From an optimization exercise on the open Yosys and OpenROAD flow, aimed at small area, a short achievable clock period and few clock cycles; shortcuts taken in it are not production practice. Function was checked by simulation only, so behaviour that the tests miss may differ from the original.

== job 101 ==
==> flow/design.v <==
module rrr_codec (
    input  wire        clk,
    input  wire        rst,       
    input  wire        start,
    input  wire [1:0]  op,        
    input  wire [63:0] arg0,
    input  wire [63:0] arg1,
    output wire        ready,
    output reg         done,
    output reg         fault,     
    output reg  [63:0] finfo,     
    output reg  [63:0] res0,
    output reg  [63:0] res1
);
    localparam [1:0] OP_BINOM  = 2'd0;
    localparam [1:0] OP_CLSZ   = 2'd1;
    localparam [1:0] OP_ENCODE = 2'd2;
    localparam [1:0] OP_DECODE = 2'd3;
    localparam [3:0] S_IDLE  = 4'd0;
    localparam [3:0] S_INIT  = 4'd1;    
    localparam [3:0] S_BIN   = 4'd2;    
    localparam [3:0] S_BDONE = 4'd3;    
    localparam [3:0] S_MUL   = 4'd4;    
    localparam [3:0] S_DIV   = 4'd5;    
    localparam [3:0] S_ENC   = 4'd6;    
    localparam [3:0] S_DEC   = 4'd7;    
    localparam [3:0] S_DFIX  = 4'd8;    
    reg [3:0]  state;
    reg [3:0]  ret;       
    reg [1:0]  op_q;
    reg [63:0] a0_q;
    reg [63:0] a1_q;
    reg [5:0]  bn;
    reg [5:0]  bk;        
    reg [5:0]  bi;
    reg [59:0] v;
    reg [5:0]  mul;
    reg [5:0]  dvs;
    reg [71:0] p;         
    reg [59:0] q;         
    reg [5:0]  rem;
    reg [6:0]  cnt;
    reg [62:0] blk;       
    reg [5:0]  n;         
    reg [5:0]  kk;        
    reg [5:0]  pos;       
    reg [59:0] acc;       
    assign ready = (state == S_IDLE);
    reg [6:0]  rtrial;
    reg [5:0]  rnext;
    reg [3:0]  qbits;
    integer    st;
    always @* begin
        rnext = rem;
        for (st = 0; st < 4; st = st + 1) begin
            rtrial = {rnext, p[71 - st]};
            qbits[3 - st] = (rtrial >= {1'b0, dvs});
            rtrial = qbits[3 - st] ? (rtrial - {1'b0, dvs}) : rtrial;
            rnext = rtrial[5:0];
        end
    end
    reg [5:0] clsz;
    always @* begin
        case (a0_q[5:0])
            6'd0:  clsz = 6'd1;   6'd1:  clsz = 6'd6;   6'd2:  clsz = 6'd11;  6'd3:  clsz = 6'd16;
            6'd4:  clsz = 6'd20;  6'd5:  clsz = 6'd23;  6'd6:  clsz = 6'd27;  6'd7:  clsz = 6'd30;
            6'd8:  clsz = 6'd32;  6'd9:  clsz = 6'd35;  6'd10: clsz = 6'd37;  6'd11: clsz = 6'd40;
            6'd12: clsz = 6'd42;  6'd13: clsz = 6'd44;  6'd14: clsz = 6'd46;  6'd15: clsz = 6'd47;
            6'd16: clsz = 6'd49;  6'd17: clsz = 6'd50;  6'd18: clsz = 6'd52;  6'd19: clsz = 6'd53;
            6'd20: clsz = 6'd54;  6'd21: clsz = 6'd55;  6'd22: clsz = 6'd56;  6'd23: clsz = 6'd57;
            6'd24: clsz = 6'd58;  6'd25: clsz = 6'd58;  6'd26: clsz = 6'd59;  6'd27: clsz = 6'd59;
            6'd28: clsz = 6'd60;  6'd29: clsz = 6'd60;  6'd30: clsz = 6'd60;  6'd31: clsz = 6'd60;
            6'd32: clsz = 6'd60;  6'd33: clsz = 6'd60;  6'd34: clsz = 6'd60;  6'd35: clsz = 6'd60;
            6'd36: clsz = 6'd59;  6'd37: clsz = 6'd59;  6'd38: clsz = 6'd58;  6'd39: clsz = 6'd58;
            6'd40: clsz = 6'd57;  6'd41: clsz = 6'd56;  6'd42: clsz = 6'd55;  6'd43: clsz = 6'd54;
            6'd44: clsz = 6'd53;  6'd45: clsz = 6'd52;  6'd46: clsz = 6'd50;  6'd47: clsz = 6'd49;
            6'd48: clsz = 6'd47;  6'd49: clsz = 6'd46;  6'd50: clsz = 6'd44;  6'd51: clsz = 6'd42;
            6'd52: clsz = 6'd40;  6'd53: clsz = 6'd37;  6'd54: clsz = 6'd35;  6'd55: clsz = 6'd32;
            6'd56: clsz = 6'd30;  6'd57: clsz = 6'd27;  6'd58: clsz = 6'd23;  6'd59: clsz = 6'd20;
            6'd60: clsz = 6'd16;  6'd61: clsz = 6'd11;  6'd62: clsz = 6'd6;   default: clsz = 6'd1;
        endcase
    end
    reg [5:0] pop;
    integer j;
    always @* begin
        pop = 6'd0;
        for (j = 0; j < 63; j = j + 1)
            pop = pop + {5'd0, a0_q[j]};
    end
    reg [5:0] init_n;
    reg [5:0] init_k;
    always @* begin
        case (op_q)
            OP_ENCODE: begin init_n = 6'd62; init_k = pop;       end
            OP_DECODE: begin init_n = 6'd63; init_k = a0_q[5:0]; end
            default:   begin init_n = a0_q[5:0]; init_k = a1_q[5:0]; end
        endcase
    end
    wire [5:0] init_nk = init_n - init_k;
    always @(posedge clk) begin
        if (rst) begin
            state <= S_IDLE;
            done  <= 1'b0;
            fault <= 1'b0;
            finfo <= 64'd0;
            res0  <= 64'd0;
            res1  <= 64'd0;
        end else begin
            done <= 1'b0;
            case (state)
                S_IDLE: begin
                    if (start) begin
                        op_q  <= op;
                        a0_q  <= arg0;
                        a1_q  <= arg1;
                        state <= S_INIT;
                    end
                end
                S_INIT: begin
                    fault <= 1'b0;
                    bn <= init_n;
                    bk <= (init_k > init_nk) ? init_nk : init_k;
                    bi <= 6'd1;
                    v  <= (init_k > init_n) ? 60'd0 : 60'd1;
                    case (op_q)
                        OP_BINOM: begin
                            if (a0_q > 64'd63) begin
                                fault <= 1'b1; finfo <= a0_q;
                                done  <= 1'b1;
                                state <= S_IDLE;
                            end else if (a1_q > 64'd63) begin
                                fault <= 1'b1; finfo <= a1_q;
                                done  <= 1'b1;
                                state <= S_IDLE;
                            end else begin
                                state <= S_BIN;
                            end
                        end
                        OP_CLSZ: begin
                            if (a0_q > 64'd63) begin
                                fault <= 1'b1; finfo <= a0_q;
                            end else begin
                                res0 <= {58'd0, clsz};
                            end
                            done  <= 1'b1;
                            state <= S_IDLE;
                        end
                        OP_ENCODE: begin
                            if (a0_q[63]) begin
                                fault <= 1'b1; finfo <= a0_q;
                                done  <= 1'b1;
                                state <= S_IDLE;
                            end else begin
                                blk   <= a0_q[62:0];
                                n     <= 6'd63;
                                kk    <= pop;
                                acc   <= 60'd0;
                                res0  <= {58'd0, pop};
                                state <= S_BIN;
                            end
                        end
                        default: begin  
                            if (a0_q > 64'd63) begin
                                fault <= 1'b1; finfo <= a0_q;
                                done  <= 1'b1;
                                state <= S_IDLE;
                            end else begin
                                kk    <= a0_q[5:0];
                                state <= S_BIN;
                            end
                        end
                    endcase
                end
                S_BIN: begin
                    if (bi > bk || v == 60'd0) begin
                        state <= S_BDONE;
                    end else begin
                        mul   <= bn - bk + bi;
                        dvs   <= bi;
                        bi    <= bi + 6'd1;
                        ret   <= S_BIN;
                        state <= S_MUL;
                    end
                end
                S_BDONE: begin
                    case (op_q)
                        OP_BINOM: begin
                            res0  <= {4'd0, v};
                            done  <= 1'b1;
                            state <= S_IDLE;
                        end
                        OP_ENCODE: begin
                            state <= S_ENC;
                        end
                        default: begin
                            if (a1_q >= {4'd0, v}) begin
                                fault <= 1'b1; finfo <= a1_q;
                                done  <= 1'b1;
                                state <= S_IDLE;
                            end else if (kk == 6'd0) begin
                                res0  <= 64'd0;
                                done  <= 1'b1;
                                state <= S_IDLE;
                            end else begin
                                blk   <= 63'd0;
                                n     <= 6'd63;
                                pos   <= 6'd0;
                                acc   <= a1_q[59:0];
                                mul   <= 6'd63 - kk;
                                dvs   <= 6'd63;
                                ret   <= S_DEC;
                                state <= S_MUL;
                            end
                        end
                    endcase
                end
                S_MUL: begin
                    p     <= {12'd0, v} * {66'd0, mul};
                    rem   <= 6'd0;
                    cnt   <= 7'd18;
                    state <= S_DIV;
                end
                S_DIV: begin
                    rem <= rnext;
                    q   <= {q[55:0], qbits};
                    p   <= {p[67:0], 4'd0};
                    cnt <= cnt - 7'd1;
                    if (cnt == 7'd1) begin
                        v     <= {q[55:0], qbits};
                        state <= ret;
                    end
                end
                S_ENC: begin
                    if (blk[0]) begin
                        acc <= acc + v;
                        kk  <= kk - 6'd1;
                    end
                    blk <= blk >> 1;
                    n   <= n - 6'd1;
                    if (n == 6'd1) begin
                        res1  <= {4'd0, (blk[0] ? acc + v : acc)};
                        done  <= 1'b1;
                        state <= S_IDLE;
                    end else begin
                        mul   <= blk[0] ? kk : (n - 6'd1 - kk);
                        dvs   <= n - 6'd1;
                        ret   <= S_ENC;
                        state <= S_MUL;
                    end
                end
                S_DEC: begin
                    if (kk > 6'd1) begin
                        if (acc >= v) begin
                            blk[pos] <= 1'b1;
                            acc      <= acc - v;
                            kk       <= kk - 6'd1;
                            mul      <= kk;
                        end else begin
                            mul      <= n - 6'd1 - kk;
                        end
                        pos   <= pos + 6'd1;
                        n     <= n - 6'd1;
                        dvs   <= n - 6'd1;
                        ret   <= S_DEC;
                        state <= S_MUL;
                    end else begin
                        res0  <= {1'b0, blk | (63'd1 << (6'd62 - acc[5:0]))};
                        done  <= 1'b1;
                        state <= S_IDLE;
                    end
                end
                default: state <= S_IDLE;
            endcase
        end
    end
endmodule
==> flow/config.mk <==
export PLATFORM = sky130hd
export DESIGN_NAME = rrr_codec
export DESIGN_NICKNAME = rrr_codec
export VERILOG_FILES = /design/flow/design.v
export SDC_FILE = /design/flow/constraint.sdc
export NUM_CORES = 4
export LEC_CHECK = 0
export CAP_MARGIN = 20
export CORE_MARGIN = 2
export CORE_UTILIZATION = 40
export PLACE_DENSITY = 0.6
export SLEW_MARGIN = 20
==> flow/constraint.sdc <==
create_clock -name core_clock -period 10.0 [get_ports {clk}]
set_input_delay 2.0000 -clock core_clock [delete_from_list [all_inputs] [get_ports {clk}]]
set_output_delay 2.0000 -clock core_clock [all_outputs]
set_load 0.01 [all_outputs]
run.sh (not shown) runs the stock make flow with config.mk's settings and CLKGATE_MAP_FILE= SYNTH_SCRIPT=/design/flow/synth_recipe.tcl, a recipe that flattens the netlist after the stock synthesis.
Testbench counts of job 101, summed over its fixed seeds: cycles 3,373,224.
Changes in job 105 relative to job 101:
-- flow/design.v --
<<< job 101, line 37
    reg [5:0]  mul;
    reg [5:0]  dvs;
    reg [71:0] p;         
    reg [59:0] q;         
    reg [5:0]  rem;
>>> job 105, line 37
    reg [5:0]  mul;
    reg [5:0]  dvs;
    reg [59:0] p;         
    reg [59:0] q;         
    reg [5:0]  rem;
<<< job 101, line 47
    reg [59:0] acc;       
    assign ready = (state == S_IDLE);
    reg [6:0]  rtrial;
    reg [5:0]  rnext;
>>> job 105, line 47
    reg [59:0] acc;       
    assign ready = (state == S_IDLE);
    wire [5:0]  mop  = (state == S_BIN) ? (bn - bk + bi) :
                       (state == S_ENC) ? (blk[0] ? kk : (n - 6'd1 - kk)) : mul;
    wire [65:0] prod = {6'd0, v} * {60'd0, mop};
    reg [6:0]  rtrial;
    reg [5:0]  rnext;
<<< job 101, line 54
        rnext = rem;
        for (st = 0; st < 4; st = st + 1) begin
            rtrial = {rnext, p[71 - st]};
            qbits[3 - st] = (rtrial >= {1'b0, dvs});
            rtrial = qbits[3 - st] ? (rtrial - {1'b0, dvs}) : rtrial;
>>> job 105, line 57
        rnext = rem;
        for (st = 0; st < 4; st = st + 1) begin
            rtrial = {rnext, p[59 - st]};
            qbits[3 - st] = (rtrial >= {1'b0, dvs});
            rtrial = qbits[3 - st] ? (rtrial - {1'b0, dvs}) : rtrial;
<<< job 101, line 176
                        state <= S_BDONE;
                    end else begin
                        mul   <= bn - bk + bi;
                        dvs   <= bi;
                        bi    <= bi + 6'd1;
                        ret   <= S_BIN;
                        state <= S_MUL;
                    end
                end
>>> job 105, line 179
                        state <= S_BDONE;
                    end else begin
                        {rem, p} <= prod;
                        cnt   <= 7'd15;
                        dvs   <= bi;
                        bi    <= bi + 6'd1;
                        ret   <= S_BIN;
                        state <= S_DIV;
                    end
                end
<<< job 101, line 216
                end
                S_MUL: begin
                    p     <= {12'd0, v} * {66'd0, mul};
                    rem   <= 6'd0;
                    cnt   <= 7'd18;
                    state <= S_DIV;
                end
>>> job 105, line 220
                end
                S_MUL: begin
                    {rem, p} <= prod;
                    cnt   <= 7'd15;
                    state <= S_DIV;
                end
<<< job 101, line 224
                    rem <= rnext;
                    q   <= {q[55:0], qbits};
                    p   <= {p[67:0], 4'd0};
                    cnt <= cnt - 7'd1;
                    if (cnt == 7'd1) begin
>>> job 105, line 227
                    rem <= rnext;
                    q   <= {q[55:0], qbits};
                    p   <= {p[55:0], 4'd0};
                    cnt <= cnt - 7'd1;
                    if (cnt == 7'd1) begin
<<< job 101, line 243
                        state <= S_IDLE;
                    end else begin
                        mul   <= blk[0] ? kk : (n - 6'd1 - kk);
                        dvs   <= n - 6'd1;
                        ret   <= S_ENC;
                        state <= S_MUL;
                    end
                end
>>> job 105, line 246
                        state <= S_IDLE;
                    end else begin
                        {rem, p} <= prod;
                        cnt   <= 7'd15;
                        dvs   <= n - 6'd1;
                        ret   <= S_ENC;
                        state <= S_DIV;
                    end
                end
Notes after the runs:
- The final-layout clock-cell area share was comparable across job 101 and job 105.
- Job 105 vs job 101 — design area rose 1.4%.
- [compare] base=job 101 new=job 105: global router's overall resource usage went up, x dimension of the die went up.
- Relative to job 101, share of synthesized area occupied by flip-flops and latches decreased by 0.91 points in job 105.
- Job 105 ends up with higher pin slew with the least headroom to its limit than job 101 does.
- rem[1]$_SDFFCE_PN0P_ as the endpoint of the worst setup timing path was reported by job 101, and rem[5]$_DFFE_PP_ by job 105.
- Job 105 did not stop at any stage, and its layout met the timing, design-rule and antenna checks.
Testbench counts of job 105, summed over its fixed seeds: cycles 2,763,047.

==> port drivers added, routing unchanged <==
No port has a modelled driver above. Below, the same layouts with a new extraction and two added sets of constraints. Step 1, drivers: a clkbuf_16 drives clk and a buf_2 each remaining input, both assumed. Step 2 also shifts input and output timing later by t, the mid clock arrival at the registers, as if the neighbouring blocks saw the same clock. Slacks: ideal / step 1 / step 2; pairs: ideal / step 1.
| run | shift t [ns] | setup slack, ns | worst setup path after step 2 | worst register clock-pin slew, ns | worst data-port slew with drivers (ns) |
|---|---|---|---|---|---|
| job 101 | 0.748 | 0.829 / 0.829 / 0.829 | register to register | 0.07 / 0.07 | 0.07 |
| job 105 | 0.791 | 0.808 / 0.808 / 0.808 | register to register | 0.07 / 0.07 | 0.07 |
After both steps every run listed still meets setup and hold.
